This design comes from an exercise in tuning for small area, a short achievable clock period and few clock cycles per item on the open sky130 flow, not from production work.
RTL that was checked went through simulation tests only; none was proved equivalent to the original.
Only the layout flow was run in run 6; the RTL was not checked for function there.
Power figures rest on the tool's default switching activity, not on a simulated workload.

==> flow/design.v, too long to show whole: its modules and the start of the top module <==
// module des_sbox1: 162 lines
// module des_sbox2: 166 lines
// module des_sbox3: 138 lines
// module des_sbox4: 152 lines
// module des_sbox5: 178 lines
// module des_sbox6: 168 lines
// module des_sbox7: 146 lines
// module des_sbox8: 166 lines
// module des_sbox: 19 lines
// module des_core: 448 lines
module des_core (
  input  wire        clk,
  input  wire        rst,
  input  wire        start,
  input  wire [1:0]  op,
  input  wire [63:0] key,
  input  wire [63:0] din,
  output reg         busy,
  output reg         done,
  output reg         err,
  output wire [63:0] dout
);
  // ...
==> flow/flow/run.sh <==
#!/bin/bash
# Own layout flow: the standard flow (standard.sh), with
#  - synthesis run by standard.sh with the ORFS scripts unchanged except the ABC
#    script that ABC_AREA=1 selects, which is replaced by flow/abc_area.script
#    (area mapping with map -a); no half/full-adder extraction (ADDER_MAP_FILE empty),
#  - port buffers of one fixed type (buf_1) instead of the default; timing repair
#    resizes them where needed,
set -euo pipefail
ARGS=(SETUP_SLACK_MARGIN=6.85 ADDER_MAP_FILE= "BUFFER_PORTS_ARGS=-buffer_cell sky130_fd_sc_hd__buf_1")
rm -rf own_scripts
cp -r "$FLOW_HOME/scripts" own_scripts
cp flow/abc_area.script own_scripts/abc_area.script
bash standard.sh "${ARGS[@]}" SCRIPTS_DIR="$PWD/own_scripts" synth > synth.log 2>&1
bash standard.sh "${ARGS[@]}" finish > standard.log 2>&1
==> flow/flow/abc_area.script <==
strash
dch
map -a
==> flow/standard.sh <==
#!/bin/bash
# synth_recipe.tcl (not shown) runs the flow's synth.tcl, then flattens the netlist and writes it again
# the make line also repeats each setting of config.mk as NAME=value (left out here)
make -C /OpenROAD-flow-scripts/flow DESIGN_CONFIG=/design/flow/config.mk WORK_HOME=/design/flow/orfs CLKGATE_MAP_FILE= SYNTH_SCRIPT=/design/flow/synth_recipe.tcl "${@:-finish}"
==> flow/config.mk <==
export PLATFORM = sky130hd
export DESIGN_NAME = des_core
export DESIGN_NICKNAME = des_core
export VERILOG_FILES = /design/flow/design.v
export SDC_FILE = /design/flow/constraint.sdc
export NUM_CORES = 4
export LEC_CHECK = 0
export ABC_AREA = 1
export CAP_MARGIN = 20
export CORE_MARGIN = 2
export CORE_UTILIZATION = 40
export CTS_BUF_LIST = sky130_fd_sc_hd__clkbuf_4 sky130_fd_sc_hd__clkbuf_8
export SLEW_MARGIN = 20
==> flow/constraint.sdc <==
create_clock -name core_clock -period 10.0 [get_ports {clk}]
set_input_delay 2.0000 -clock core_clock [delete_from_list [all_inputs] [get_ports {clk}]]
set_output_delay 2.0000 -clock core_clock [all_outputs]
set_load 0.01 [all_outputs]
==> key figures, run 1 <==
Clocking
  • Clock-pin slew on the worst setup and hold paths: 0.08 ns
  • CTS root buf: clkbuf_8
  • Clock tree sinks: 130

Timing
  • Worst-margin pin slew: 0.876 ns
  • Hold violation count in the final report: 0
  • Final Setup Violations: 0

Yosys
  • Avg Synthesized Cell Area: 6.62 um2
  • Main synth FF type: dfxtp_1
  • FFs w/ async S/R, synth: 0
  • Synthesized area: 9540 um2
  • Largest family of logic cells by synthesized area: compound AO/OA/AOI/OAI gates
  • Synth warnings: 1
  • Post-synth top area cell: edfxtp_1
  • Top cell type's share of synthesized area: 0.179
  • Count leader, synth: nand2_1

Critical path
  • CP delay by family, top: flip-flops
  • Crit end category: output port
  • Crit path cell chain: buf_1
  • WP depth: 1
  • CP bufs+invs: 1
  • Critical Path Sink: dout[26]
  • WP data arrival: 1.11 ns

Global route
  • GR Util met1: 0.417
  • Vias in the first global route: 10,300
  • Gr busiest metal: met2
  • Global route overflow: 0
  • M2 GR Usage: 0.433

Outcome
  • Outcome: timing/DRC/antenna clean

Pwr
  • Int Pwr: 0.00111 W
  • Flop pwr share: 0.360
  • Net Sw Frac: 0.374
  • Comb power: 0.000586 W

Final layout
  • Inverters excl. clock: 211
  • Final core utilization: 0.499
  • Buffering overhead: 0.0830
  • Largest class: multi-input gates
  • Layout sequential cell count: 130
  • Most frequent cells in the layout: nand2_1, nor2_1, clkinv_1, buf_1, o21ai_0
  • # diodes: 0

Detailed routing
  • Metal2 WL: 16,100 um
  • Via count: 11,700

Place
  • Post-Place Cell Area: 10,800 um2
  • DP HPWL: 26,200 um
  • Pre-CTS setup slack: 5.75 ns
Testbench counts, summed over its fixed seeds: cycles 8,736, blocks 512.
==> run 2: changes to the inputs <==
--- a/flow/config.mk
+++ b/flow/config.mk
@@ -8,6 +8,6 @@
 export ABC_AREA = 1
 export CAP_MARGIN = 20
 export CORE_MARGIN = 2
-export CORE_UTILIZATION = 40
+export CORE_UTILIZATION = 30
 export CTS_BUF_LIST = sky130_fd_sc_hd__clkbuf_4 sky130_fd_sc_hd__clkbuf_8
 export SLEW_MARGIN = 20
==> run 2 against run 1 <==
Compared with the run above: setup slack worse by 0.017 ns; area after synthesis stayed put; fmax is 0.56% lower; sequential power hardly changed; critical endpoint is now dout[44]; largest power group unchanged.
==> key figures, run 2 <==
Pwr
  • P per Cell Area: 147 nW/um2 (was 151 nW/um2)
  • Flop pwr share: 0.363 (was 0.360)
  • Max IR drop VDD: 0.110 mV (was 0.0740 mV)
  • Combinational share of power: 0.345 (was 0.331)
  • Clock Power Share: 0.292 (was 0.309)
  • Psw: 0.000672 W (was 0.000662 W)
  • Lkg Pwr: 4.35 nW (was 4.27 nW)
  • Power, Total: 0.00176 W (was 0.00177 W)
  • Net Sw Frac: 0.381 (was 0.374)
  • Int Pwr: 0.00109 W (was 0.00111 W)

Global route
  • First-pass GRT wire length: 60,300 um (was 56,300 um)
  • Total track usage: 0.233 (was 0.293)
  • Initial antenna violation count: 2 (was 0)
  • Vias in the first global route: 10,800 (was 10,300)
  • Global route overflow: 0 (unchanged)
  • Pin count of the biggest net entering global routing: 79 (was 105)

Yosys
  • Post-synthesis simple-gate area fraction: 0.238 (unchanged)
  • Main synth FF type: dfxtp_1 (unchanged)
  • Largest family of logic cells by synthesized area: compound AO/OA/AOI/OAI gates (unchanged)
  • Synth warnings: 1 (unchanged)
  • Flops & latches, synth: 130 (unchanged)
  • Multiplexer share of the synthesized area: 0.00105 (unchanged)
  • Syn nets: 1,574 (unchanged)
  • Count leader, synth: nand2_1 (unchanged)
  • Library cells used by synthesis: 37 (unchanged)
  • Avg Synthesized Cell Area: 6.62 um2 (unchanged)
  • Adder-cell share of the synthesized area: 0 (unchanged)
  • Synth Area in XOR/XNOR: 0.0386 (unchanged)
  • Top cell type's share of synthesized area: 0.179 (unchanged)
  • Post-synth top area cell: edfxtp_1 (unchanged)
  • Synthesized area: 9540 um2 (unchanged)
  • Post-synth EDFFs: 57 (unchanged)
  • Synth area leaders: edfxtp_1, dfxtp_1, nand2_1 (unchanged)
  • FFs w/ async S/R, synth: 0 (unchanged)
  • Post-synth top cells: nand2_1, nor2_1, clkinv_1 (unchanged)
  • Seq/Total Area, Yosys: 0.333 (unchanged)
  • Synth Area in Compound Gates: 0.308 (unchanged)
  • Cells after synthesis: 1,441 (unchanged)

Final layout
  • Multi-input gate area: 5900 um2 (was 5840 um2)
  • Fillers: 3,435 (was 2,485)
  • Area delta synth->final: 25.9% (was 22.9%)
  • Top flop regs: cd (56), l_half (32), r_half (32) (unchanged)
  • Most frequent cells in the layout: nand2_1, nor2_1, clkinv_1, buf_1 (was nand2_1, nor2_1, clkinv_1, buf_1, o21ai_0)
  • Final Non-Filler Cells: 2,117 (was 2,013)
  • Most flops, register: cd (unchanged)
  • Most common cell after layout, fill and taps aside: nand2_1 (unchanged)
  • Max reg flops: 56 (unchanged)
  • Total area of sequential cells: 3190 um2 (about the same)
  • Post-layout net count: 1,834 (was 1,814)
  • Share of cells above drive strength 1: 0.0974 (was 0.0762)

Detailed routing
  • DRT Pass-1 Iters: 5 (unchanged)
  • Final ANT Viol Nets: 0 (unchanged)
  • WL final: 40,100 um (was 37,500 um)
  • DRC: 0 (unchanged)
  • Via-per-instance ratio: 5.60 (was 5.81)
  • Detailed-route wire length per cell: 18.9 um (was 18.6 um)
  • Initial detailed-routing violation count: 1,279 (was 1,268)
  • Via count: 11,800 (was 11,700)

Timing
  • Final Hold Slack: 0.464 ns (was 0.466 ns)
  • Worst-margin pin slew: 1.12 ns (was 0.876 ns)
  • Post-layout min period: 3.12 ns (was 3.11 ns)
  • Slew Limit Fails: 0 (unchanged)
  • RSZ-0062 raised after global routing: true (unchanged)
  • Setup TNS: 0 ns (unchanged)
  • Worst relative slew slack: 0.246 (was 0.416)
  • Fin crit share: 0.312 (was 0.311)
  • Hold violation count in the final report: 0 (unchanged)
  • Worst setup margin: 6.88 ns (was 6.89 ns)
  • Final Setup Violations: 0 (unchanged)
  • Clock skew: 0.0195 ns (was 0.0155 ns)
  • Max Freq: 0.320 GHz (was 0.322 GHz)

Critical path
  • Crit end category: output port (unchanged)
  • RR Startpoint: cd[39] (was cd[29])
  • Slowest stage cell, crit path: dfxtp_2 (was dfxtp_1)
  • WP depth: 1 (unchanged)
  • R2R Path End: r_half[9] (was r_half[12])
  • Crit path cell chain: buf_1 (unchanged)
  • Max stage delay on crit path: 0.46 ns (was 0.44 ns)
  • WP data arrival: 1.12 ns (was 1.11 ns)
  • Req. time, crit path: 8.00 ns (about the same)
  • Worst-path fanout max: 3 (was 4)
  • Worst Reg2Reg Path Length in Cells: 16 (was 13)
  • CP bufs+invs: 1 (unchanged)
  • Critical Path Sink: dout[44] (was dout[26])
  • CP Launch Point: r_half[18] (was r_half[12])
  • Critical path class: flop to output port (unchanged)
  • CP delay by family, top: flip-flops (unchanged)
  • Critical path startpoint category: flop (unchanged)
  • Reg2Reg Setup Slack: 6.97 ns (was 6.92 ns)

Die
  • Die width: 182 um (was 158 um)
  • Core area: 31,400 um2 (was 23,500 um2)
  • Die footprint: 33,200 um2 (was 25,100 um2)
  • Row cnt: 65 (was 56)
  • Initial core utilization: 0.304 (was 0.406)
  • Num ports: 200 (unchanged)
  • Die height: 182 um (was 158 um)

Outcome
  • Outcome: timing/DRC/antenna clean (unchanged)

Min path
  • Worst Hold Class: flop to flop (unchanged)

Clocking
  • CTS tree: built (unchanged)
  • CTS root buf: clkbuf_8 (unchanged)
  • Clock tree sinks: 130 (unchanged)
  • Clock-pin slew on the worst setup and hold paths: 0.08 ns (about the same)
  • Worst-skew pair later-pin latency: 0.48 ns (was 0.47 ns)
  • CTS Buf Count: 17 (unchanged)
  • H-tree lvl count: 4 (unchanged)
  • Clk buf depth: 2 (unchanged)
  • Cts hold-fix bufs: 0 (unchanged)

Job
  • MaxCap Viol Count: 0 (unchanged)

Place
  • DP HPWL: 28,800 um (was 26,200 um)
  • Placed cell count: 2,043 (was 1,959)
  • Placer congestion estimate: 0.914 (was 0.888)
  • Pre-CTS setup slack: 5.10 ns (was 5.75 ns)
  • # port buffers: 191 (unchanged)
## run 2: area by class of cell
class / instances / share of cell area
Inverter: 209 / 0.0696
Timing Repair Buffer: 238 / 0.0934
Multi-Input combinational cell: 1103 / 0.491
Antenna cell: 1 / 0.000208
Timing Repair inverter: 2 / 0.00229
Tap cell: 402 / 0.0419
Clock inverter: 11 / 0.0134
Sequential cell: 130 / 0.266
Clock buffer: 21 / 0.0220
## run 2: how the worst min path moves through the flow
stage | startpoint | end | slack [ns] | cells after the start
finish | cnt[0] | cnt[0] | 0.46 | 1
global route | cnt[0] | cnt[0] | 0.49 | 1
global placement | cnt[0] | cnt[0] | 0.44 | 1
detailed placement | cnt[0] | cnt[0] | 0.45 | 1
floorplan | cnt[0] | cnt[0] | 0.42 | 1
CTS | cnt[0] | cnt[0] | 0.47 | 1
## run 2: power groups by stage
stage	clock [W]	combinational [W]	sequential, W
CTS	0.000525	0.000562	0.000638
global placement	0	0.000542	0.000649
floorplan	0	0.000362	0.000645
detailed placement	0	0.000538	0.000650
global route	0.000545	0.000670	0.000643
finish	0.000515	0.000608	0.000639
## run 2: layer usage
metal  track usage  routed length, um
met3        0.0345               3390
met5             0                 16
met4         0.112               1750
met2         0.364              17700
met1         0.317              17200
## run 2: stage by stage
stage / utilization / cell area [um2]
CTS: 0.369 / 11600
global route: 0.383 / 12000
finish: 0.383 / 12000
floorplan: - / 9590
detailed placement: 0.347 / 10900
global placement: 0.347 / 10900
## run 2: kinds of logic (layout without fill, tap and decap cells)
| kind of cell | Yosys count | count (layout) |
|---|---|---|
| simple gates | 577 | 577 |
| compound gates | 482 | 483 |
| buf+inv | 209 | 481 |
| flops | 130 | 130 |
| xor+xnor | 42 | 42 |
| mux | 1 | 1 |
| other cells | 0 | 1 |
## run 2: repair_timing
action                                  4_1_cts  5_1_grt
buffers inserted                              9       28
endpoints found under the setup margin      118       56
endpoints found under the hold margin         0        0
gates resized for setup                      33       58
pin swaps                                     5       10
cloned                                        3        1
==> run 3: changes to the inputs <==
--- a/flow/config.mk
+++ b/flow/config.mk
@@ -8,6 +8,6 @@
 export ABC_AREA = 1
 export CAP_MARGIN = 20
 export CORE_MARGIN = 2
-export CORE_UTILIZATION = 30
+export CORE_UTILIZATION = 60
 export CTS_BUF_LIST = sky130_fd_sc_hd__clkbuf_4 sky130_fd_sc_hd__clkbuf_8
 export SLEW_MARGIN = 20
==> run 3 against run 2 <==
Compared with the run above: register-to-register slack worse by 0.19 ns; critical endpoint is now r_half[12]; synthesized cell count stayed put; clock-buffer cell count is 3 lower; first-iteration DRC count is 31% higher; fmax is 2.9% lower; sequential share of layout area is 1.2 points higher; critical path type is now flop to flop; still clean; die area is 49% lower; non-clock buffer count is 22 lower; hold slack better by 0.0080 ns; design area is 4.7% lower; core utilization is 35 points higher; combinational power is 5.8% lower.
==> key figures, run 3 <==
Outcome
  • Outcome: timing/DRC/antenna clean (unchanged)

Detailed routing
  • DRT Pass-1 Iters: 6 (was 5)
  • Final ANT Viol Nets: 0 (unchanged)
  • Via count: 12,000 (was 11,800)
  • DRC: 0 (unchanged)
  • Via-per-instance ratio: 6.31 (was 5.60)
  • WL final: 34,600 um (was 40,100 um)
  • Detailed-route wire length per cell: 18.1 um (was 18.9 um)
  • Initial detailed-routing violation count: 1,676 (was 1,279)

Pwr
  • Max IR drop VDD: 0.0929 mV (was 0.110 mV)
  • Lkg Pwr: 4.21 nW (was 4.35 nW)
  • P per Cell Area: 148 nW/um2 (was 147 nW/um2)
  • Power, Total: 0.00169 W (was 0.00176 W)

Place
  • DP HPWL: 23,900 um (was 28,800 um)
  • Post-Place Cell Area: 10,700 um2 (was 10,900 um2)
  • # port buffers: 191 (unchanged)
  • Placer congestion estimate: 1.00 (was 0.914)

Global route
  • Pin count of the biggest net entering global routing: 105 (was 79)
  • Vias in the first global route: 10,600 (was 10,800)
  • Global route overflow: 0 (unchanged)
  • First-pass GRT wire length: 52,500 um (was 60,300 um)
  • Initial antenna violation count: 0 (was 2)
  • Total track usage: 0.398 (was 0.233)

Die
  • Initial core utilization: 0.607 (was 0.304)
  • Row cnt: 46 (was 65)
  • Die width: 130 um (was 182 um)
  • Die height: 130 um (was 182 um)
  • Core area: 15,700 um2 (was 31,400 um2)
  • Num ports: 200 (unchanged)
  • Die footprint: 16,900 um2 (was 33,200 um2)

Clocking
  • Clock-pin slew on the worst setup and hold paths: 0.08 ns (about the same)
  • Clock tree sinks: 130 (unchanged)
  • H-tree lvl count: 4 (unchanged)
  • Cts hold-fix bufs: 0 (unchanged)
  • CTS Buf Count: 17 (unchanged)
  • CTS root buf: clkbuf_8 (unchanged)
  • Worst-skew pair later-pin latency: 0.47 ns (was 0.48 ns)
  • CTS tree: built (unchanged)
  • Clk buf depth: 2 (unchanged)

Yosys
  • Cells after synthesis: 1,441 (unchanged)
  • Top cell type's share of synthesized area: 0.179 (unchanged)
  • Library cells used by synthesis: 37 (unchanged)
  • Syn nets: 1,574 (unchanged)
  • Avg Synthesized Cell Area: 6.62 um2 (unchanged)
  • Synth area leaders: edfxtp_1, dfxtp_1, nand2_1 (unchanged)
  • Main synth FF type: dfxtp_1 (unchanged)
  • Count leader, synth: nand2_1 (unchanged)
  • FFs w/ async S/R, synth: 0 (unchanged)
  • Flops & latches, synth: 130 (unchanged)
  • Synthesized area: 9540 um2 (unchanged)
  • Post-synth top cells: nand2_1, nor2_1, clkinv_1 (unchanged)
  • Post-synth EDFFs: 57 (unchanged)
  • Seq/Total Area, Yosys: 0.333 (unchanged)
  • Synth warnings: 1 (unchanged)
  • Post-synth top area cell: edfxtp_1 (unchanged)

Critical path
  • Worst-path fanout max: 6 (was 3)
  • Critical path startpoint category: flop (unchanged)
  • WP data arrival: 3.54 ns (was 1.12 ns)
  • Critical path class: flop to flop (was flop to output port)
  • Crit end category: flop (was output port)
  • Req. time, crit path: 10.32 ns (was 8.00 ns)

Timing
  • Max Freq: 0.311 GHz (was 0.320 GHz)
  • Final Hold Slack: 0.472 ns (was 0.464 ns)
  • Post-layout min period: 3.22 ns (was 3.12 ns)
  • RSZ-0062 raised after global routing: true (unchanged)
  • Worst relative slew slack: 0.287 (was 0.246)
  • Hold violation count in the final report: 0 (unchanged)
  • Slew Limit Fails: 0 (unchanged)
  • Final Setup Violations: 0 (unchanged)
  • Worst-margin pin slew: 1.06 ns (was 1.12 ns)
  • Setup TNS: 0 ns (unchanged)
  • Fin crit share: 0.322 (was 0.312)
  • Clock skew: 0.0103 ns (was 0.0195 ns)

Final layout
  • Most flops, register: cd (unchanged)
  • Area delta synth->final: 20.0% (was 25.9%)
  • # diodes: 0 (was 1)
  • Cell area after layout: 11,400 um2 (was 12,000 um2)
  • Top flop regs: cd (56), l_half (32), r_half (32) (unchanged)
  • Most frequent cells in the layout: nand2_1, nor2_1, clkinv_1, buf_1, o21ai_0 (was nand2_1, nor2_1, clkinv_1, buf_1)
  • Most common cell after layout, fill and taps aside: nand2_1 (unchanged)
  • Share of cells above drive strength 1: 0.0651 (was 0.0974)
  • Post-layout net count: 1,811 (was 1,834)
  • Max reg flops: 56 (unchanged)
  • Final core utilization: 0.728 (was 0.383)

Min path
  • Worst Hold Class: flop to flop (unchanged)

Job
  • MaxCap Viol Count: 0 (unchanged)
run 3: cell counts after synthesis:
No cell type changed its count.
run 3: layout make-up:
class,instances,area [um2]
Inverter,209,821
Clock inverter,14,159
Tap cell,216,270
Timing Repair inverter,2,27.5
Sequential cell,130,3180
Multi-Input combinational cell,1102,5780
Fill cell,1326,4270
Clock buffer,18,241
Timing Repair Buffer,216,970
run 3: repair_timing:
| action | 4_1_cts | 5_1_grt |
|---|---|---|
| pin swaps | 3 | 6 |
| resized for setup | 17 | 33 |
| cloned | 2 | 2 |
| hold endpoints to repair | 0 | 0 |
| setup buffers | 5 | 9 |
| endpoints found under the setup margin | 101 | 80 |
run 3: metrics by stage:
step                instances  setup WS, ns
floorplan                1441          5.36
CTS                      1895          6.74
detailed placement       1856          5.85
global route             1907          6.66
global placement         1856          5.90
finish                   1907          6.78
run 3: logic make-up after synthesis:
family	count (synthesis)	share of synthesized area
and+or+nand+nor	577	0.238
AOI/OAI and AO/OA	482	0.308
buffers and inverters	209	0.0822
DFF	130	0.333
xor gates and xnor gates	42	0.0386
muxes	1	0.00105
run 3: worst max-delay path, stage by stage, from the launching register on:
cell and delay (ns):
dfxtp_2 0.44, clkinv_1 0.23, nand2_1 0.12, nand2_1 0.15, clkinv_1 0.16, nor2_1 0.10, nor2_1 0.13, clkinv_1 0.14
nor3_4 0.29, nor4_1 0.12, o21ai_2 0.23, o21ai_0 0.12, o2111a_1 0.21, a2111oi_4 0.38, xor2_1 0.18, o21ai_0 0.08
run 3: where the power goes:
part	total (W)	switching (W)	internal (W)	leakage, nW
logic	0.000573	0.000376	0.000197	2.85
clock network	0.000484	0.000236	0.000248	0.215
registers	0.000635	0.0000399	0.000595	1.14
total	0.00169	0.000652	0.00104	4.21
run 3: path summary, 6_finish.rpt:
| path | start | end | slack, ns | cells past startpoint |
|---|---|---|---|---|
| max reg2reg | r_half[15] | r_half[12] | 6.78 | 15 |
| min | cnt[0] | cnt[0] | 0.47 | 1 |
| min reg2reg | cnt[0] | cnt[0] | 0.47 | 1 |
| max | r_half[15] | r_half[12] | 6.78 | 15 |
run 3: routing by layer:
layer	vias up	global-route usage	routed length (um)
met5	-	0	0
met4	0	0.220	1980
met3	190	0.0976	4590
met2	956	0.606	14800
met1	5306	0.521	13300
li1	5578	-	-
==> run 4: changes to the inputs <==
--- a/flow/config.mk
+++ b/flow/config.mk
@@ -8,6 +8,6 @@
 export ABC_AREA = 1
 export CAP_MARGIN = 20
 export CORE_MARGIN = 2
-export CORE_UTILIZATION = 60
+export CORE_UTILIZATION = 50
 export CTS_BUF_LIST = sky130_fd_sc_hd__clkbuf_4 sky130_fd_sc_hd__clkbuf_8
 export SLEW_MARGIN = 20
==> run 4 against run 3 <==
Compared with the run above: sequential share of layout area down 0.43 points; highest routed layer unchanged; clock skew up 0.0078 ns; clock-buffer cell count down 1; non-clock buffer count up 13; largest power group unchanged; via count down 2.0%; die area up 19%; critical path type is now flop to output port; still clean on timing, DRC and antenna; final cell count up 1.7%; clock power about the same; setup slack better by 0.11 ns; combinational power up 3%; fmax up 3.4%.
==> key figures, run 4 <==
Outcome
  • Outcome: timing/DRC/antenna clean (unchanged)

Critical path
  • Req. time, crit path: 8.00 ns (was 10.32 ns)
  • Worst-path fanout max: 4 (was 6)
  • Critical path class: flop to output port (was flop to flop)
  • WP data arrival: 1.11 ns (was 3.54 ns)
  • CP bufs+invs: 1 (was 3)
  • Max stage delay on crit path: 0.45 ns (was 0.44 ns)
  • CP delay by family, top: flip-flops (was compound AO/OA/AOI/OAI gates)
  • CP Launch Point: r_half[3] (was r_half[15])
  • Crit path cell chain: buf_1 (was clkinv_1 -> nand2_1 -> nand2_1 -> clkinv_1 -> nor2_1 -> nor2_1 -> clkinv_1 -> nor3_4 -> nor4_1 -> o21ai_2 -> o21ai_0 -> o2111a_1 -> a2111oi_4 -> xor2_1 -> o21ai_0)
  • Critical path startpoint category: flop (unchanged)
  • RR Startpoint: cd[29] (was r_half[15])
  • Crit end category: output port (was flop)
  • Slowest stage cell, crit path: dfxtp_1 (was dfxtp_2)

Yosys
  • Count leader, synth: nand2_1 (unchanged)
  • Synthesized area: 9540 um2 (unchanged)
  • Flops & latches, synth: 130 (unchanged)
  • Avg Synthesized Cell Area: 6.62 um2 (unchanged)
  • Cells after synthesis: 1,441 (unchanged)
  • Main synth FF type: dfxtp_1 (unchanged)
  • Seq/Total Area, Yosys: 0.333 (unchanged)
  • Post-synth EDFFs: 57 (unchanged)
  • FFs w/ async S/R, synth: 0 (unchanged)
  • Top cell type's share of synthesized area: 0.179 (unchanged)
  • Library cells used by synthesis: 37 (unchanged)
  • Post-synth top area cell: edfxtp_1 (unchanged)
  • Post-synth top cells: nand2_1, nor2_1, clkinv_1 (unchanged)
  • Syn nets: 1,574 (unchanged)
  • Synth warnings: 1 (unchanged)
  • Synth area leaders: edfxtp_1, dfxtp_1, nand2_1 (unchanged)

Detailed routing
  • Via-per-instance ratio: 6.08 (was 6.31)
  • DRC: 0 (unchanged)
  • Via count: 11,800 (was 12,000)
  • DRT Pass-1 Iters: 6 (unchanged)
  • WL final: 36,100 um (was 34,600 um)
  • Final ANT Viol Nets: 0 (unchanged)
  • Initial detailed-routing violation count: 1,526 (was 1,676)
  • Detailed-route wire length per cell: 18.6 um (was 18.1 um)

Die
  • Die footprint: 20,200 um2 (was 16,900 um2)
  • Die height: 142 um (was 130 um)
  • Initial core utilization: 0.510 (was 0.607)
  • Die width: 142 um (was 130 um)
  • Row cnt: 50 (was 46)
  • Core area: 18,700 um2 (was 15,700 um2)
  • Num ports: 200 (unchanged)

Final layout
  • Post-layout net count: 1,825 (was 1,811)
  • Area delta synth->final: 22.1% (was 20.0%)
  • Most common cell after layout, fill and taps aside: nand2_1 (unchanged)
  • Cell area after layout: 11,600 um2 (was 11,400 um2)
  • Final core utilization: 0.623 (was 0.728)
  • Share of cells above drive strength 1: 0.0845 (was 0.0651)
  • Most frequent cells in the layout: nand2_1, nor2_1, clkinv_1, buf_1, o21ai_0 (unchanged)
  • Most flops, register: cd (unchanged)
  • Top flop regs: cd (56), l_half (32), r_half (32) (unchanged)
  • Max reg flops: 56 (unchanged)
  • # diodes: 0 (unchanged)
  • Fillers: 1,803 (was 1,326)

Timing
  • Post-layout min period: 3.11 ns (was 3.22 ns)
  • Clock skew: 0.0181 ns (was 0.0103 ns)
  • Final Setup Violations: 0 (unchanged)
  • Fin crit share: 0.311 (was 0.322)
  • Setup TNS: 0 ns (unchanged)
  • Slew Limit Fails: 0 (unchanged)
  • Worst relative slew slack: 0.379 (was 0.287)
  • Worst-margin pin slew: 0.919 ns (was 1.06 ns)
  • Hold violation count in the final report: 0 (unchanged)
  • Max Freq: 0.321 GHz (was 0.311 GHz)
  • RSZ-0062 raised after global routing: true (unchanged)

Place
  • DP HPWL: 24,900 um (was 23,900 um)
  • Placer congestion estimate: 0.936 (was 1.00)
  • # port buffers: 191 (unchanged)
  • Post-Place Cell Area: 10,700 um2 (about the same)

Job
  • MaxCap Viol Count: 0 (unchanged)

Global route
  • First-pass GRT wire length: 55,400 um (was 52,500 um)
  • Vias in the first global route: 10,600 (about the same)
  • Total track usage: 0.349 (was 0.398)
  • Global route overflow: 0 (unchanged)
  • Pin count of the biggest net entering global routing: 105 (unchanged)
  • Initial antenna violation count: 0 (unchanged)

Clocking
  • CTS tree: built (unchanged)
  • H-tree lvl count: 4 (unchanged)
  • CTS root buf: clkbuf_8 (unchanged)
  • CTS Buf Count: 17 (unchanged)
  • Clk buf depth: 2 (unchanged)
  • Worst-skew pair later-pin latency: 0.48 ns (was 0.47 ns)
  • Clock-pin slew on the worst setup and hold paths: 0.10 ns (was 0.08 ns)
  • Clock tree sinks: 130 (unchanged)

Pwr
  • Lkg Pwr: 4.30 nW (was 4.21 nW)
  • P per Cell Area: 147 nW/um2 (was 148 nW/um2)
  • Max IR drop VDD: 0.0843 mV (was 0.0929 mV)
  • Power, Total: 0.00171 W (was 0.00169 W)

Min path
  • Worst Hold Class: flop to flop (unchanged)
  • Hold Crit Start: cnt[0] (unchanged)
run 4: layout make-up:
class                   count  area, um2  area share
inverters                 209        823      0.0707
clock buffers              17        234      0.0201
multi-input cells        1103       5840       0.501
repair buffers            229       1080      0.0929
clock inverters            15        166      0.0143
flip-flops and latches    130       3190       0.273
well taps                 234        293      0.0251
repair inverters            2       27.5     0.00236
run 4: where the power goes:
group	switching [W]	internal (W)	total (W)
clock network	0.000257	0.000228	0.000485
registers	0.0000393	0.000596	0.000635
logic	0.000384	0.000206	0.000589
run 4: stage by stage:
stage,instances,setup slack (ns),hold WS (ns)
final,1939,6.89,0.477
after global routing,1939,6.81,0.496
after CTS,1916,6.82,0.474
after detailed placement,1874,5.81,0.455
after global placement,1874,5.83,0.437
after floorplan,1441,5.36,0.424
run 4: path summary, 6_finish.rpt:
kind | cells after the start | slack, ns | end
worst max-delay path | 1 | 6.89 | dout[32]
worst min-delay path | 1 | 0.48 | cnt[0]
worst max register to register | 13 | 7.02 | r_half[12]
worst min register to register | 1 | 0.48 | cnt[0]
run 4: cells by family after synthesis:
| group | Yosys count | synth area share |
|---|---|---|
| AO/OA/AOI/OAI | 482 | 0.308 |
| multiplexers | 1 | 0.00105 |
| flip-flops | 130 | 0.333 |
| AND/OR/NAND/NOR | 577 | 0.238 |
| buffers and inverters | 209 | 0.0822 |
| XOR/XNOR | 42 | 0.0386 |
run 4: per-layer routing:
metal  share of wire  wire length, um  up-vias  global-route usage
met5               0                0        -                   0
met4           0.034             1210        0               0.124
met3            0.12             4170      110              0.0670
li1                -                -     5597                   -
met1            0.41            14900     5289               0.483
met2            0.44            15800      799               0.546
run 4: worst register-to-register path: cells and delay by family, from the launching register on:
family	cells	cell delay, ns
flip-flops	1	0.55
AO/OA/AOI/OAI	6	1.16
buffers and inverters	2	0.32
AND/OR/NAND/NOR	3	0.39
XOR/XNOR	2	0.42
run 4: what timing repair did:
| item | in CTS | in global routing |
|---|---|---|
| resized for setup | 22 | 50 |
| hold buffers | 0 | 0 |
| pin swaps | 4 | 11 |
| cloned | 3 | 2 |
| setup endpoints to repair | 109 | 72 |
| setup buffers | 7 | 21 |
==> run 5: changes to the inputs <==
--- a/flow/flow/run.sh
+++ b/flow/flow/run.sh
@@ -2,7 +2,7 @@
 # Own layout flow: the standard flow (standard.sh), with
 #  - synthesis run by standard.sh with the ORFS scripts unchanged except the ABC
 #    script that ABC_AREA=1 selects, which is replaced by flow/abc_area.script
-#    (area mapping with map -a); no half/full-adder extraction (ADDER_MAP_FILE empty),
+#    (area mapping with amap); no half/full-adder extraction (ADDER_MAP_FILE empty),
 #  - port buffers of one fixed type (buf_1) instead of the default; timing repair
 #    resizes them where needed,
 set -euo pipefail
==> flow/flow/abc_area.script (replaced) <==
strash
dch -f
amap
--- a/flow/config.mk
+++ b/flow/config.mk
@@ -8,6 +8,6 @@
 export ABC_AREA = 1
 export CAP_MARGIN = 20
 export CORE_MARGIN = 2
-export CORE_UTILIZATION = 50
+export CORE_UTILIZATION = 40
 export CTS_BUF_LIST = sky130_fd_sc_hd__clkbuf_4 sky130_fd_sc_hd__clkbuf_8
 export SLEW_MARGIN = 20
==> run 5 against run 4 <==
Compared with the run above: area after synthesis shrank 2.7%; wire length grew 6.2%; total power is 1.1% higher; non-clock buffer count up 27; critical path type unchanged; sequential power rose by 0.9%; hold slack worse by 0.017 ns; clock-buffer cell count grew 2.
==> key figures, run 5 <==
Outcome
  • Outcome: timing/DRC/antenna clean (unchanged)

Final layout
  • Share of cells above drive strength 1: 0.156 (was 0.0845)
  • Area delta synth->final: 30.8% (was 22.1%)
  • Max reg flops: 56 (unchanged)
  • Most flops, register: cd (unchanged)
  • Post-layout net count: 1,693 (was 1,825)
  • Most frequent cells in the layout: buf_1, nor2_1, clkinv_1, o22ai_1, o21ai_0 (was nand2_1, nor2_1, clkinv_1, buf_1, o21ai_0)
  • Most common cell after layout, fill and taps aside: buf_1 (was nand2_1)
  • Top flop regs: cd (56), l_half (32), r_half (32) (unchanged)
  • Final core utilization: 0.535 (was 0.623)
  • # diodes: 0 (unchanged)

Pwr
  • Max IR drop VDD: 0.0759 mV (was 0.0843 mV)
  • Net Sw Frac: 0.389 (was 0.398)
  • Int Pwr: 0.00106 W (was 0.00103 W)
  • Combinational share of power: 0.355 (was 0.345)
  • Flop pwr share: 0.371 (about the same)
  • Lkg Pwr: 3.96 nW (was 4.30 nW)
  • P per Cell Area: 142 nW/um2 (was 147 nW/um2)
  • Psw: 0.000672 W (was 0.000680 W)
  • Clock Power Share: 0.274 (was 0.284)

Detailed routing
  • Initial detailed-routing violation count: 1,578 (was 1,526)
  • DRC: 0 (unchanged)
  • Via-per-instance ratio: 6.35 (was 6.08)
  • Final ANT Viol Nets: 0 (unchanged)
  • Detailed-route wire length per cell: 20.6 um (was 18.6 um)
  • WL final: 38,300 um (was 36,100 um)
  • DRT Pass-1 Iters: 6 (unchanged)
  • Via count: 11,800 (about the same)

Clocking
  • CTS tree: built (unchanged)
  • H-tree lvl count: 4 (unchanged)
  • Clock tree sinks: 130 (unchanged)
  • CTS root buf: clkbuf_8 (unchanged)
  • Clk buf depth: 2 (unchanged)
  • Clock-pin slew on the worst setup and hold paths: 0.08 ns (was 0.10 ns)
  • Worst-skew pair later-pin latency: 0.47 ns (was 0.48 ns)
  • CTS Buf Count: 17 (unchanged)

Timing
  • Setup TNS: 0 ns (unchanged)
  • Post-layout min period: 3.16 ns (was 3.11 ns)
  • Clock skew: 0.0189 ns (was 0.0181 ns)
  • Final Setup Violations: 0 (unchanged)
  • Hold violation count in the final report: 0 (unchanged)
  • Worst-margin pin slew: 0.909 ns (was 0.919 ns)
  • Max Freq: 0.316 GHz (was 0.321 GHz)
  • RSZ-0062 raised after global routing: true (unchanged)
  • Slew Limit Fails: 0 (unchanged)
  • Worst relative slew slack: 0.394 (was 0.379)
  • Fin crit share: 0.316 (was 0.311)

Yosys
  • Cells after synthesis: 1,284 (was 1,441)
  • Syn nets: 1,417 (was 1,574)
  • Synthesized area: 9280 um2 (was 9540 um2)
  • Count leader, synth: clkinv_1 (was nand2_1)
  • FFs w/ async S/R, synth: 0 (unchanged)
  • Flops & latches, synth: 130 (unchanged)
  • Largest family of logic cells by synthesized area: compound AO/OA/AOI/OAI gates (unchanged)
  • Post-synthesis simple-gate area fraction: 0.164 (was 0.238)
  • Post-synth top cells: clkinv_1, nor2_1, o22ai_1 (was nand2_1, nor2_1, clkinv_1)
  • Top cell type's share of synthesized area: 0.184 (was 0.179)
  • Avg Synthesized Cell Area: 7.23 um2 (was 6.62 um2)
  • Main synth FF type: dfxtp_1 (unchanged)
  • Synth Area in XOR/XNOR: 0 (was 0.0386)
  • Adder-cell share of the synthesized area: 0 (unchanged)
  • Synth warnings: 1 (unchanged)
  • Seq/Total Area, Yosys: 0.342 (was 0.333)
  • Post-synth EDFFs: 57 (unchanged)
  • Library cells used by synthesis: 43 (was 37)
  • Synth Area in Compound Gates: 0.408 (was 0.308)
  • Synth area leaders: edfxtp_1, dfxtp_1, o22ai_1 (was edfxtp_1, dfxtp_1, nand2_1)
  • Multiplexer share of the synthesized area: 0 (was 0.00105)
  • Post-synth top area cell: edfxtp_1 (unchanged)

Global route
  • Global route overflow: 0 (unchanged)
  • Pin count of the biggest net entering global routing: 83 (was 105)
  • Vias in the first global route: 10,400 (was 10,600)
  • First-pass GRT wire length: 57,500 um (was 55,400 um)
  • Initial antenna violation count: 0 (unchanged)
  • Total track usage: 0.301 (was 0.349)

Critical path
  • Req. time, crit path: 8.00 ns (about the same)
  • Reg2Reg Setup Slack: 6.96 ns (was 7.02 ns)
  • Crit end category: output port (unchanged)
  • WP depth: 1 (unchanged)
  • Worst Reg2Reg Path Length in Cells: 13 (unchanged)
  • CP bufs+invs: 1 (unchanged)
  • Critical path startpoint category: flop (unchanged)
  • Crit path cell chain: buf_1 (unchanged)
  • Worst-path fanout max: 4 (unchanged)
  • WP data arrival: 1.16 ns (was 1.11 ns)
  • CP delay by family, top: flip-flops (unchanged)
  • Max stage delay on crit path: 0.52 ns (was 0.45 ns)
  • R2R Path End: r_half[28] (was r_half[12])
  • Critical path class: flop to output port (unchanged)
  • Slowest stage cell, crit path: dfxtp_1 (unchanged)
  • RR Startpoint: cd[26] (was cd[29])

Die
  • Die footprint: 24,400 um2 (was 20,200 um2)
  • Row cnt: 55 (was 50)
  • Core area: 22,700 um2 (was 18,700 um2)
  • Die width: 156 um (was 142 um)
  • Initial core utilization: 0.409 (was 0.510)
  • Die height: 156 um (was 142 um)
  • Num ports: 200 (unchanged)

Place
  • Placer congestion estimate: 0.926 (was 0.936)
  • # port buffers: 191 (unchanged)
  • DP HPWL: 26,300 um (was 24,900 um)

Min path
  • Hold Crit Start: cnt[0] (unchanged)
  • Min-Delay Endpoint: cnt[0] (unchanged)
  • Worst Hold Class: flop to flop (unchanged)
  • Hold path depth: 1 (unchanged)

Job
  • MaxCap Viol Count: 0 (unchanged)
-- run 5: cell types whose count changed after synthesis, sizes merged, moves of 29 or more --
cell,change
a21oi,-54
o21ai,-29
a22oi,-44
o22ai,+125
o22a,+40
nand2,-204
a222oi,+30
nor2,-29
-- run 5: metal layers --
layer  up-vias  part of all wire  track usage
met5         -                 0            0
met4         0             0.036        0.112
met3       100              0.10       0.0620
met2       724              0.46        0.490
met1      5472              0.40        0.395
li1       5501                 -            -
-- run 5: metrics by stage --
step	std cells	hold slack (ns)	instance area [um2]	total power [W]	setup slack, ns
floorplan	1284	0.411	9330	0.000979	6.09
global placement	1775	0.423	10500	0.00115	5.47
detailed placement	1775	0.439	10500	0.00115	5.49
CTS	1817	0.461	11500	0.00166	6.82
global route	1858	0.488	12100	0.00181	6.70
finish	1858	0.460	12100	0.00173	6.84
-- run 5: worst max-delay path by stage --
stage	from	end	slack (ns)
2_1_floorplan	op[1]	cd[0]	6.09
3_3_place_gp	op[1]	cd[21]	5.47
3_5_place_dp	op[1]	cd[21]	5.49
4_1_cts	r_half[21]	dout[20]	6.82
5_1_grt	cd[39]	r_half[15]	6.70
6_report	r_half[15]	dout[2]	6.84
-- run 5: cell type report --
cell class              instances  area [um2]
repair buffers                256        1270
inverters                     212         858
flip-flops and latches        130        3200
well taps                     285         357
clock buffers                  19         262
multi-input cells             943        6060
clock inverters                13         136
fillers                      2260       10600
-- run 5: power groups by stage --
stage	clock (W)	combinational, W	sequential, W
floorplan	0	0.000336	0.000643
global placement	0	0.000506	0.000644
detailed placement	0	0.000505	0.000644
CTS	0.000476	0.000546	0.000638
global route	0.000497	0.000671	0.000645
finish	0.000473	0.000613	0.000641
-- run 5: timing repair --
| action | CTS | global route |
|---|---|---|
| pin swaps | 8 | 18 |
| buffers inserted | 8 | 41 |
| endpoints found under the setup margin | 142 | 119 |
| resized for setup | 105 | 103 |
| cloned | 2 | 0 |
| hold buffers | 0 | 0 |
-- run 5: kinds of logic (layout without fill, tap and decap cells) --
kind of cell / count (synthesis) / in the layout
flops: 130 / 130
buf+inv: 212 / 500
simple gates: 367 / 368
compound gates: 575 / 575
==> module des_core, before the edit <==
module des_core (
  input  wire        clk,
  input  wire        rst,
  input  wire        start,
  input  wire [1:0]  op,
  input  wire [63:0] key,
  input  wire [63:0] din,
  output reg         busy,
  output reg         done,
  output reg         err,
  output wire [63:0] dout
);
  function [63:0] ip;
    input [63:0] x;
    begin
      ip[63] = x[6];
      ip[62] = x[14];
      ip[61] = x[22];
      ip[60] = x[30];
      ip[59] = x[38];
      ip[58] = x[46];
      ip[57] = x[54];
      ip[56] = x[62];
      ip[55] = x[4];
      ip[54] = x[12];
      ip[53] = x[20];
      ip[52] = x[28];
      ip[51] = x[36];
      ip[50] = x[44];
      ip[49] = x[52];
      ip[48] = x[60];
      ip[47] = x[2];
      ip[46] = x[10];
      ip[45] = x[18];
      ip[44] = x[26];
      ip[43] = x[34];
      ip[42] = x[42];
      ip[41] = x[50];
      ip[40] = x[58];
      ip[39] = x[0];
      ip[38] = x[8];
      ip[37] = x[16];
      ip[36] = x[24];
      ip[35] = x[32];
      ip[34] = x[40];
      ip[33] = x[48];
      ip[32] = x[56];
      ip[31] = x[7];
      ip[30] = x[15];
      ip[29] = x[23];
      ip[28] = x[31];
      ip[27] = x[39];
      ip[26] = x[47];
      ip[25] = x[55];
      ip[24] = x[63];
      ip[23] = x[5];
      ip[22] = x[13];
      ip[21] = x[21];
      ip[20] = x[29];
      ip[19] = x[37];
      ip[18] = x[45];
      ip[17] = x[53];
      ip[16] = x[61];
      ip[15] = x[3];
      ip[14] = x[11];
      ip[13] = x[19];
      ip[12] = x[27];
      ip[11] = x[35];
      ip[10] = x[43];
      ip[9] = x[51];
      ip[8] = x[59];
      ip[7] = x[1];
      ip[6] = x[9];
      ip[5] = x[17];
      ip[4] = x[25];
      ip[3] = x[33];
      ip[2] = x[41];
      ip[1] = x[49];
      ip[0] = x[57];
    end
  endfunction
  function [63:0] fp;
    input [63:0] x;
    begin
      fp[63] = x[24];
      fp[62] = x[56];
      fp[61] = x[16];
      fp[60] = x[48];
      fp[59] = x[8];
      fp[58] = x[40];
      fp[57] = x[0];
      fp[56] = x[32];
      fp[55] = x[25];
      fp[54] = x[57];
      fp[53] = x[17];
      fp[52] = x[49];
      fp[51] = x[9];
      fp[50] = x[41];
      fp[49] = x[1];
      fp[48] = x[33];
      fp[47] = x[26];
      fp[46] = x[58];
      fp[45] = x[18];
      fp[44] = x[50];
      fp[43] = x[10];
      fp[42] = x[42];
      fp[41] = x[2];
      fp[40] = x[34];
      fp[39] = x[27];
      fp[38] = x[59];
      fp[37] = x[19];
      fp[36] = x[51];
      fp[35] = x[11];
      fp[34] = x[43];
      fp[33] = x[3];
      fp[32] = x[35];
      fp[31] = x[28];
      fp[30] = x[60];
      fp[29] = x[20];
      fp[28] = x[52];
      fp[27] = x[12];
      fp[26] = x[44];
      fp[25] = x[4];
      fp[24] = x[36];
      fp[23] = x[29];
      fp[22] = x[61];
      fp[21] = x[21];
      fp[20] = x[53];
      fp[19] = x[13];
      fp[18] = x[45];
      fp[17] = x[5];
      fp[16] = x[37];
      fp[15] = x[30];
      fp[14] = x[62];
      fp[13] = x[22];
      fp[12] = x[54];
      fp[11] = x[14];
      fp[10] = x[46];
      fp[9] = x[6];
      fp[8] = x[38];
      fp[7] = x[31];
      fp[6] = x[63];
      fp[5] = x[23];
      fp[4] = x[55];
      fp[3] = x[15];
      fp[2] = x[47];
      fp[1] = x[7];
      fp[0] = x[39];
    end
  endfunction
  function [47:0] expand;
    input [31:0] x;
    begin
      expand[47] = x[0];
      expand[46] = x[31];
      expand[45] = x[30];
      expand[44] = x[29];
      expand[43] = x[28];
      expand[42] = x[27];
      expand[41] = x[28];
      expand[40] = x[27];
      expand[39] = x[26];
      expand[38] = x[25];
      expand[37] = x[24];
      expand[36] = x[23];
      expand[35] = x[24];
      expand[34] = x[23];
      expand[33] = x[22];
      expand[32] = x[21];
      expand[31] = x[20];
      expand[30] = x[19];
      expand[29] = x[20];
      expand[28] = x[19];
      expand[27] = x[18];
      expand[26] = x[17];
      expand[25] = x[16];
      expand[24] = x[15];
      expand[23] = x[16];
      expand[22] = x[15];
      expand[21] = x[14];
      expand[20] = x[13];
      expand[19] = x[12];
      expand[18] = x[11];
      expand[17] = x[12];
      expand[16] = x[11];
      expand[15] = x[10];
      expand[14] = x[9];
      expand[13] = x[8];
      expand[12] = x[7];
      expand[11] = x[8];
      expand[10] = x[7];
      expand[9] = x[6];
      expand[8] = x[5];
      expand[7] = x[4];
      expand[6] = x[3];
      expand[5] = x[4];
      expand[4] = x[3];
      expand[3] = x[2];
      expand[2] = x[1];
      expand[1] = x[0];
      expand[0] = x[31];
    end
  endfunction
  function [31:0] pperm;
    input [31:0] x;
    begin
      pperm[31] = x[16];
      pperm[30] = x[25];
      pperm[29] = x[12];
      pperm[28] = x[11];
      pperm[27] = x[3];
      pperm[26] = x[20];
      pperm[25] = x[4];
      pperm[24] = x[15];
      pperm[23] = x[31];
      pperm[22] = x[17];
      pperm[21] = x[9];
      pperm[20] = x[6];
      pperm[19] = x[27];
      pperm[18] = x[14];
      pperm[17] = x[1];
      pperm[16] = x[22];
      pperm[15] = x[30];
      pperm[14] = x[24];
      pperm[13] = x[8];
      pperm[12] = x[18];
      pperm[11] = x[0];
      pperm[10] = x[5];
      pperm[9] = x[29];
      pperm[8] = x[23];
      pperm[7] = x[13];
      pperm[6] = x[19];
      pperm[5] = x[2];
      pperm[4] = x[26];
      pperm[3] = x[10];
      pperm[2] = x[21];
      pperm[1] = x[28];
      pperm[0] = x[7];
    end
  endfunction
  function [55:0] pc1;
    input [63:0] x;
    begin
      pc1[55] = x[7];
      pc1[54] = x[15];
      pc1[53] = x[23];
      pc1[52] = x[31];
      pc1[51] = x[39];
      pc1[50] = x[47];
      pc1[49] = x[55];
      pc1[48] = x[63];
      pc1[47] = x[6];
      pc1[46] = x[14];
      pc1[45] = x[22];
      pc1[44] = x[30];
      pc1[43] = x[38];
      pc1[42] = x[46];
      pc1[41] = x[54];
      pc1[40] = x[62];
      pc1[39] = x[5];
      pc1[38] = x[13];
      pc1[37] = x[21];
      pc1[36] = x[29];
      pc1[35] = x[37];
      pc1[34] = x[45];
      pc1[33] = x[53];
      pc1[32] = x[61];
      pc1[31] = x[4];
      pc1[30] = x[12];
      pc1[29] = x[20];
      pc1[28] = x[28];
      pc1[27] = x[1];
      pc1[26] = x[9];
      pc1[25] = x[17];
      pc1[24] = x[25];
      pc1[23] = x[33];
      pc1[22] = x[41];
      pc1[21] = x[49];
      pc1[20] = x[57];
      pc1[19] = x[2];
      pc1[18] = x[10];
      pc1[17] = x[18];
      pc1[16] = x[26];
      pc1[15] = x[34];
      pc1[14] = x[42];
      pc1[13] = x[50];
      pc1[12] = x[58];
      pc1[11] = x[3];
      pc1[10] = x[11];
      pc1[9] = x[19];
      pc1[8] = x[27];
      pc1[7] = x[35];
      pc1[6] = x[43];
      pc1[5] = x[51];
      pc1[4] = x[59];
      pc1[3] = x[36];
      pc1[2] = x[44];
      pc1[1] = x[52];
      pc1[0] = x[60];
    end
  endfunction
  function [47:0] pc2;
    input [55:0] x;
    begin
      pc2[47] = x[42];
      pc2[46] = x[39];
      pc2[45] = x[45];
      pc2[44] = x[32];
      pc2[43] = x[55];
      pc2[42] = x[51];
      pc2[41] = x[53];
      pc2[40] = x[28];
      pc2[39] = x[41];
      pc2[38] = x[50];
      pc2[37] = x[35];
      pc2[36] = x[46];
      pc2[35] = x[33];
      pc2[34] = x[37];
      pc2[33] = x[44];
      pc2[32] = x[52];
      pc2[31] = x[30];
      pc2[30] = x[48];
      pc2[29] = x[40];
      pc2[28] = x[49];
      pc2[27] = x[29];
      pc2[26] = x[36];
      pc2[25] = x[43];
      pc2[24] = x[54];
      pc2[23] = x[15];
      pc2[22] = x[4];
      pc2[21] = x[25];
      pc2[20] = x[19];
      pc2[19] = x[9];
      pc2[18] = x[1];
      pc2[17] = x[26];
      pc2[16] = x[16];
      pc2[15] = x[5];
      pc2[14] = x[11];
      pc2[13] = x[23];
      pc2[12] = x[8];
      pc2[11] = x[12];
      pc2[10] = x[7];
      pc2[9] = x[17];
      pc2[8] = x[0];
      pc2[7] = x[22];
      pc2[6] = x[3];
      pc2[5] = x[10];
      pc2[4] = x[14];
      pc2[3] = x[6];
      pc2[2] = x[20];
      pc2[1] = x[27];
      pc2[0] = x[24];
    end
  endfunction
  function [55:0] rotl1;
    input [55:0] v;
    rotl1 = {v[54:28], v[55], v[26:0], v[27]};
  endfunction
  function [55:0] rotl2;
    input [55:0] v;
    rotl2 = {v[53:28], v[55:54], v[25:0], v[27:26]};
  endfunction
  function [55:0] rotr1;
    input [55:0] v;
    rotr1 = {v[28], v[55:29], v[0], v[27:1]};
  endfunction
  function [55:0] rotr2;
    input [55:0] v;
    rotr2 = {v[29:28], v[55:30], v[1:0], v[27:2]};
  endfunction
  reg  [31:0] l_half, r_half;
  reg  [55:0] cd;
  reg  [3:0]  cnt;
  reg         dec;
  reg         key_valid;
  reg         run;           
  wire accept = start && !run;
  wire acc_ks  = accept && (op == 2'd0);
  wire acc_blk = accept && (op == 2'd1 || op == 2'd2) && key_valid;
  wire acc_dec = accept && (op == 2'd2) && key_valid;
  wire [47:0] s_in = expand(r_half) ^ pc2(cd);
  wire [31:0] s_out;
  genvar g;
  generate
    for (g = 0; g < 8; g = g + 1) begin : g_sbox
      des_sbox #(.BOX(g + 1)) u_sbox (.x(s_in[47 - 6*g -: 6]), .y(s_out[31 - 4*g -: 4]));
    end
  endgenerate
  wire [31:0] r_next = l_half ^ pperm(s_out);
  wire [63:0] ip_din = ip(din);
  wire one = (cnt == 4'd0) || (cnt == 4'd7) || (cnt == 4'd14) || (cnt == 4'd15);
  reg  [55:0] cd_step;
  always @(*) begin
    case ({dec, one})
      2'b00:   cd_step = rotl2(cd);
      2'b01:   cd_step = rotl1(cd);
      2'b10:   cd_step = rotr2(cd);
      default: cd_step = (cnt == 4'd15) ? cd : rotr1(cd);
    endcase
  end
  assign dout = fp({r_half, l_half});
  always @(posedge clk) begin
    if (run) begin
      l_half <= r_half;
      r_half <= r_next;
    end else begin
      l_half <= ip_din[63:32];
      r_half <= ip_din[31:0];
    end
    cnt <= run ? cnt + 4'd1 : 4'd0;
    if (run)
      cd <= cd_step;
    else if (acc_ks)
      cd <= rotl1(pc1(key));
    else if (acc_dec)
      cd <= rotr1(cd);
    if (acc_blk)
      dec <= op[1];
    if (rst) begin
      busy      <= 1'b0;
      run       <= 1'b0;
      done      <= 1'b0;
      err       <= 1'b0;
      key_valid <= 1'b0;
    end else begin
      done <= 1'b0;
      err  <= 1'b0;
      if (run) begin
        if (cnt == 4'd15) begin
          busy <= 1'b0;
          run  <= 1'b0;
          done <= 1'b1;
        end
      end else if (accept) begin
        if (op == 2'd0) begin
          key_valid <= 1'b1;
          done      <= 1'b1;
        end else if (acc_blk) begin
          busy <= 1'b1;
          run  <= 1'b1;
        end else begin
          done <= 1'b1;
          err  <= 1'b1;
        end
      end
    end
  end
endmodule
==> run 6: changes to the inputs <==
--- a/flow/design.v
+++ b/flow/design.v
@@ -1647,92 +1647,138 @@
       pc2[0] = x[24];
     end
   endfunction
-  function [55:0] rotl1;
-    input [55:0] v;
-    rotl1 = {v[54:28], v[55], v[26:0], v[27]};
-  endfunction
-  function [55:0] rotl2;
-    input [55:0] v;
-    rotl2 = {v[53:28], v[55:54], v[25:0], v[27:26]};
-  endfunction
-  function [55:0] rotr1;
-    input [55:0] v;
-    rotr1 = {v[28], v[55:29], v[0], v[27:1]};
+  function [27:0] rotl28;
+    input [27:0] v;
+    input [4:0]  n;
+    begin
+      rotl28 = (v << n) | (v >> (28 - n));
+    end
   endfunction
-  function [55:0] rotr2;
+  function [55:0] rotl56;
     input [55:0] v;
-    rotr2 = {v[29:28], v[55:30], v[1:0], v[27:2]};
+    input [4:0]  n;
+    begin
+      rotl56 = {rotl28(v[55:28], n), rotl28(v[27:0], n)};
+    end
   endfunction
   reg  [31:0] l_half, r_half;
   reg  [55:0] cd;
-  reg  [3:0]  cnt;
+  reg  [2:0]  cnt;
   reg         dec;
   reg         key_valid;
-  reg         run;           
-  wire accept = start && !run;
-  wire acc_ks  = accept && (op == 2'd0);
-  wire acc_blk = accept && (op == 2'd1 || op == 2'd2) && key_valid;
-  wire acc_dec = accept && (op == 2'd2) && key_valid;
-  wire [47:0] s_in = expand(r_half) ^ pc2(cd);
-  wire [31:0] s_out;
-  genvar g;
-  generate
-    for (g = 0; g < 8; g = g + 1) begin : g_sbox
-      des_sbox #(.BOX(g + 1)) u_sbox (.x(s_in[47 - 6*g -: 6]), .y(s_out[31 - 4*g -: 4]));
-    end
-  endgenerate
-  wire [31:0] r_next = l_half ^ pperm(s_out);
-  wire [63:0] ip_din = ip(din);
-  wire one = (cnt == 4'd0) || (cnt == 4'd7) || (cnt == 4'd14) || (cnt == 4'd15);
-  reg  [55:0] cd_step;
+  wire accept  = start && !busy;
+  wire is_ks   = (op == 2'd0);
+  wire is_blk  = (op == 2'd1) || (op == 2'd2);
+  wire last    = (cnt == 3'd7);
+  wire [63:0]  ip_din  = ip(din);
+  wire [55:0]  pc1_key = pc1(key);
+  reg [55:0] cd_k0;
   always @(*) begin
-    case ({dec, one})
-      2'b00:   cd_step = rotl2(cd);
-      2'b01:   cd_step = rotl1(cd);
-      2'b10:   cd_step = rotr2(cd);
-      default: cd_step = (cnt == 4'd15) ? cd : rotr1(cd);
+    cd_k0 = cd;
+  end
+  wire [47:0] rk0 = pc2(cd_k0);
+  reg [55:0] cd_k1;
+  always @(*) begin
+    case ({dec, cnt})
+      {1'b0, 3'd0}: cd_k1 = rotl56(cd, 5'd1);
+      {1'b0, 3'd1}: cd_k1 = rotl56(cd, 5'd2);
+      {1'b0, 3'd2}: cd_k1 = rotl56(cd, 5'd2);
+      {1'b0, 3'd3}: cd_k1 = rotl56(cd, 5'd2);
+      {1'b0, 3'd4}: cd_k1 = rotl56(cd, 5'd2);
+      {1'b0, 3'd5}: cd_k1 = rotl56(cd, 5'd2);
+      {1'b0, 3'd6}: cd_k1 = rotl56(cd, 5'd2);
+      {1'b0, 3'd7}: cd_k1 = rotl56(cd, 5'd1);
+      {1'b1, 3'd0}: cd_k1 = rotl56(cd, 5'd27);
+      {1'b1, 3'd1}: cd_k1 = rotl56(cd, 5'd26);
+      {1'b1, 3'd2}: cd_k1 = rotl56(cd, 5'd26);
+      {1'b1, 3'd3}: cd_k1 = rotl56(cd, 5'd26);
+      {1'b1, 3'd4}: cd_k1 = rotl56(cd, 5'd26);
+      {1'b1, 3'd5}: cd_k1 = rotl56(cd, 5'd26);
+      {1'b1, 3'd6}: cd_k1 = rotl56(cd, 5'd26);
+      {1'b1, 3'd7}: cd_k1 = rotl56(cd, 5'd27);
+      default: cd_k1 = cd;
     endcase
   end
+  wire [47:0] rk1 = pc2(cd_k1);
+  reg [55:0] cd_step;
+  always @(*) begin
+    case ({dec, cnt})
+      {1'b0, 3'd0}: cd_step = rotl56(cd, 5'd3);
+      {1'b0, 3'd1}: cd_step = rotl56(cd, 5'd4);
+      {1'b0, 3'd2}: cd_step = rotl56(cd, 5'd4);
+      {1'b0, 3'd3}: cd_step = rotl56(cd, 5'd3);
+      {1'b0, 3'd4}: cd_step = rotl56(cd, 5'd4);
+      {1'b0, 3'd5}: cd_step = rotl56(cd, 5'd4);
+      {1'b0, 3'd6}: cd_step = rotl56(cd, 5'd4);
+      {1'b0, 3'd7}: cd_step = rotl56(cd, 5'd2);
+      {1'b1, 3'd0}: cd_step = rotl56(cd, 5'd25);
+      {1'b1, 3'd1}: cd_step = rotl56(cd, 5'd24);
+      {1'b1, 3'd2}: cd_step = rotl56(cd, 5'd24);
+      {1'b1, 3'd3}: cd_step = rotl56(cd, 5'd25);
+      {1'b1, 3'd4}: cd_step = rotl56(cd, 5'd24);
+      {1'b1, 3'd5}: cd_step = rotl56(cd, 5'd24);
+      {1'b1, 3'd6}: cd_step = rotl56(cd, 5'd24);
+      {1'b1, 3'd7}: cd_step = rotl56(cd, 5'd27);
+      default: cd_step = cd;
+    endcase
+  end
+  wire [31:0] l0 = l_half, r0 = r_half;
+  wire [31:0] so0;
+  wire [47:0] si0 = expand(r0) ^ rk0;
+  genvar g0;
+  generate
+    for (g0 = 0; g0 < 8; g0 = g0 + 1) begin : g_sbox0
+      des_sbox #(.BOX(g0 + 1)) u_sbox (.x(si0[47 - 6*g0 -: 6]), .y(so0[31 - 4*g0 -: 4]));
+    end
+  endgenerate
+  wire [31:0] l1 = r0;
+  wire [31:0] r1 = l0 ^ pperm(so0);
+  wire [31:0] so1;
+  wire [47:0] si1 = expand(r1) ^ rk1;
+  genvar g1;
+  generate
+    for (g1 = 0; g1 < 8; g1 = g1 + 1) begin : g_sbox1
+      des_sbox #(.BOX(g1 + 1)) u_sbox (.x(si1[47 - 6*g1 -: 6]), .y(so1[31 - 4*g1 -: 4]));
+    end
+  endgenerate
+  wire [31:0] l2 = r1;
+  wire [31:0] r2 = l1 ^ pperm(so1);
   assign dout = fp({r_half, l_half});
   always @(posedge clk) begin
-    if (run) begin
-      l_half <= r_half;
-      r_half <= r_next;
+    if (busy) begin
+      l_half <= l2;
+      r_half <= r2;
     end else begin
       l_half <= ip_din[63:32];
       r_half <= ip_din[31:0];
     end
-    cnt <= run ? cnt + 4'd1 : 4'd0;
-    if (run)
+    cnt <= busy ? cnt + 1'b1 : {3{1'b0}};
+    if (busy)
       cd <= cd_step;
-    else if (acc_ks)
-      cd <= rotl1(pc1(key));
-    else if (acc_dec)
-      cd <= rotr1(cd);
-    if (acc_blk)
-      dec <= op[1];
+    else if (accept && is_ks)
+      cd <= rotl56(pc1_key, 5'd1);
+    else if (accept && op == 2'd2 && key_valid)
+      cd <= rotl56(cd, 5'd27);
     if (rst) begin
       busy      <= 1'b0;
-      run       <= 1'b0;
       done      <= 1'b0;
       err       <= 1'b0;
       key_valid <= 1'b0;
     end else begin
       done <= 1'b0;
       err  <= 1'b0;
-      if (run) begin
-        if (cnt == 4'd15) begin
+      if (busy) begin
+        if (last) begin
           busy <= 1'b0;
-          run  <= 1'b0;
           done <= 1'b1;
         end
       end else if (accept) begin
-        if (op == 2'd0) begin
+        if (is_ks) begin
           key_valid <= 1'b1;
           done      <= 1'b1;
-        end else if (acc_blk) begin
+        end else if (is_blk && key_valid) begin
           busy <= 1'b1;
-          run  <= 1'b1;
+          dec  <= op[1];
         end else begin
           done <= 1'b1;
           err  <= 1'b1;
==> flow/flow/run.sh (replaced) <==
#!/bin/bash
# Own layout flow: the standard flow (standard.sh), with
#  - synthesis run by standard.sh with the ORFS scripts unchanged except the ABC
#    script that ABC_AREA=1 selects, which is replaced by flow/abc_area.script
#    (area mapping with map -a); no half/full-adder extraction (ADDER_MAP_FILE empty),
#  - port buffers of one fixed type (buf_1) instead of the default; timing repair
#    resizes them where needed,
set -euo pipefail
ARGS=(SETUP_SLACK_MARGIN=5.3 ADDER_MAP_FILE= "BUFFER_PORTS_ARGS=-buffer_cell sky130_fd_sc_hd__buf_1")
rm -rf own_scripts
cp -r "$FLOW_HOME/scripts" own_scripts
cp flow/abc_area.script own_scripts/abc_area.script
bash standard.sh "${ARGS[@]}" SCRIPTS_DIR="$PWD/own_scripts" synth > synth.log 2>&1
bash standard.sh "${ARGS[@]}" finish > standard.log 2>&1
==> flow/flow/abc_area.script (replaced) <==
strash
dch
map -a
==> run 6 against run 5 <==
Compared with the run above: highest routed layer unchanged; clock-buffer cell count decreased by 1; still clean; combinational power increased to 5.7 times the previous value; global-route usage up 6.4 points; fmax down 37%; final cell count grew 90%; register-to-register slack worse by 2.0 ns; largest power group is now combinational cells; total power increased to 2.7 times the previous value; clock power rose by about 20%.
==> key figures, run 6 <==
Outcome
  • Outcome: timing/DRC/antenna clean (unchanged)

Yosys
  • Post-synth EDFFs: 57 (unchanged)
  • Avg Synthesized Cell Area: 6.00 um2 (was 7.23 um2)
  • Synthesized area: 14,900 um2 (was 9280 um2)
  • Count leader, synth: nand2_1 (was clkinv_1)
  • Top cell type's share of synthesized area: 0.126 (was 0.184)
  • Post-synth top area cell: nand2_1 (was edfxtp_1)
  • Synth warnings: 1 (unchanged)
  • Synth area leaders: nand2_1, edfxtp_1, nor2_1 (was edfxtp_1, dfxtp_1, o22ai_1)
  • Main synth FF type: dfxtp_1 (unchanged)
  • Syn nets: 2,618 (was 1,417)
  • Flops & latches, synth: 128 (was 130)
  • FFs w/ async S/R, synth: 0 (unchanged)
  • Library cells used by synthesis: 41 (was 43)
  • Cells after synthesis: 2,485 (was 1,284)

Critical path
  • Max stage delay on crit path: 0.54 ns (was 0.52 ns)
  • RR Startpoint: cd[36] (was cd[26])
  • R2R Path End: r_half[28] (unchanged)
  • Worst Reg2Reg Path Length in Cells: 28 (was 13)
  • Slowest stage cell, crit path: edfxtp_1 (was dfxtp_1)
  • Reg2Reg Setup Slack: 4.95 ns (was 6.96 ns)
  • Worst-path fanout max: 7 (was 4)
  • Critical path startpoint category: flop (unchanged)
  • WP data arrival: 5.49 ns (was 1.16 ns)

Detailed routing
  • DRT Pass-1 Iters: 12 (was 6)
  • Via-per-instance ratio: 6.41 (was 6.35)
  • WL final: 78,600 um (was 38,300 um)
  • Final ANT Viol Nets: 0 (unchanged)
  • DRC: 0 (unchanged)
  • Via count: 22,600 (was 11,800)
  • Detailed-route wire length per cell: 22.3 um (was 20.6 um)

Global route
  • First-pass GRT wire length: 111,000 um (was 57,500 um)
  • Vias in the first global route: 19,600 (was 10,400)
  • Initial antenna violation count: 0 (unchanged)
  • Pin count of the biggest net entering global routing: 77 (was 83)

Min path
  • Worst Hold Class: flop to flop (unchanged)
  • Hold path depth: 1 (unchanged)
  • Hold Crit Start: cnt[0] (unchanged)
  • Min-Delay Endpoint: cnt[0] (unchanged)

Timing
  • Worst relative slew slack: 0.319 (was 0.394)
  • RSZ-0062 raised after global routing: true (unchanged)
  • Final Setup Violations: 0 (unchanged)
  • Post-layout min period: 5.05 ns (was 3.16 ns)
  • Hold violation count in the final report: 0 (unchanged)
  • Slew Limit Fails: 0 (unchanged)
  • Setup TNS: 0 ns (unchanged)
  • Max Freq: 0.198 GHz (was 0.316 GHz)

Place
  • Pre-CTS setup slack: 3.75 ns (was 5.49 ns)
  • # port buffers: 191 (unchanged)
  • Placer congestion estimate: 0.959 (was 0.926)
  • DP HPWL: 48,400 um (was 26,300 um)

Clocking
  • Worst-skew pair later-pin latency: 0.52 ns (was 0.47 ns)
  • Clk buf depth: 2 (unchanged)
  • CTS Buf Count: 17 (unchanged)
  • Clock-pin slew on the worst setup and hold paths: 0.09 ns (was 0.08 ns)
  • Clock tree sinks: 128 (was 130)
  • Cts hold-fix bufs: 0 (unchanged)

Pwr
  • Max IR drop VDD: 0.132 mV (was 0.0759 mV)
  • Flop pwr share: 0.138 (was 0.371)
  • Net Sw Frac: 0.523 (was 0.389)
  • Clock Power Share: 0.121 (was 0.274)
  • Int Pwr: 0.00223 W (was 0.00106 W)

Final layout
  • Max reg flops: 56 (unchanged)
  • Most common cell after layout, fill and taps aside: nand2_1 (was buf_1)

Die
  • Die width: 197 um (was 156 um)
  • Initial core utilization: 0.406 (was 0.409)
  • Row cnt: 70 (was 55)
  • Core area: 36,700 um2 (was 22,700 um2)
  • Die height: 197 um (was 156 um)
  • Num ports: 200 (unchanged)
  • Die footprint: 38,900 um2 (was 24,400 um2)
## run 6: power groups by stage
stage                     combinational [W]  clock (W)  sequential [W]
after floorplan                     0.00151          0        0.000647
after global placement              0.00213          0        0.000659
after detailed placement            0.00212          0        0.000660
after CTS                           0.00267   0.000568        0.000641
after global routing                0.00368   0.000587        0.000647
final                               0.00347   0.000567        0.000645
## run 6: area by class of cell
type,instances,area [um2]
Inverter,335,1570
Sequential cell,128,3160
Tap cell,468,586
Clock buffer,18,248
Timing Repair Buffer,541,3500
Multi-Input combinational cell,2022,13100
Fill cell,3382,14300
Antenna cell,1,2.50
Clock inverter,14,213
## run 6: repair_timing
item / in CTS / in global routing
pin swaps: 95 / 168
endpoints found under the setup margin: 32 / 32
setup buffers: 163 / 171
resized for setup: 403 / 398
## run 6: through the flow
step	cell area, um2	cells	utilization
2_1_floorplan	15000	2485	-
5_1_grt	22400	3526	0.610
4_1_cts	19600	3355	0.535
3_3_place_gp	16400	3160	0.448
6_report	22400	3527	0.610
3_5_place_dp	16400	3160	0.448
## run 6: kinds of logic (layout without fill, tap and decap cells)
logic type / count (synthesis) / after routing / synth area share
AOI/OAI and AO/OA: 838 / 838 / 0.357
xor gates and xnor gates: 97 / 97 / 0.0570
buffers and inverters: 335 / 908 / 0.0843
DFF: 128 / 128 / 0.210
other: 0 / 1 / 0
and+or+nand+nor: 1087 / 1087 / 0.292
## run 6: worst max-delay path by stage
stage | start | end | slack, ns
2_1_floorplan | op[1] | cd[0] | 3.23
3_3_place_gp | cd[29] | r_half[28] | 3.76
3_5_place_dp | cd[29] | r_half[28] | 3.75
4_1_cts | cd[36] | r_half[28] | 5.09
5_1_grt | cd[36] | r_half[28] | 4.85
6_report | cd[36] | r_half[28] | 4.95
## run 6: critical path: cells and delay by family (launching register included)
family	cells	cell delay (ns)
AND/OR/NAND/NOR	15	2.19
XOR/XNOR	2	0.52
flip-flops	1	0.54
buffers and inverters	5	0.62
AO/OA/AOI/OAI	6	1.08
## run 6: metal layers
layer / vias up / track usage / share of wire
met1: 10400 / 0.466 / 0.37
met4: 0 / 0.188 / 0.067
li1: 9983 / - / -
met5: - / 0 / 0
met3: 467 / 0.103 / 0.13
met2: 1788 / 0.561 / 0.43

Check on run 6: ideal ports give 4.947 ns setup slack; a clkbuf_16 on the clock port and buf_2 on the inputs give 4.947 ns; moving port delays by the midpoint clock arrival (0.554 ns) as well gives 4.947 ns.
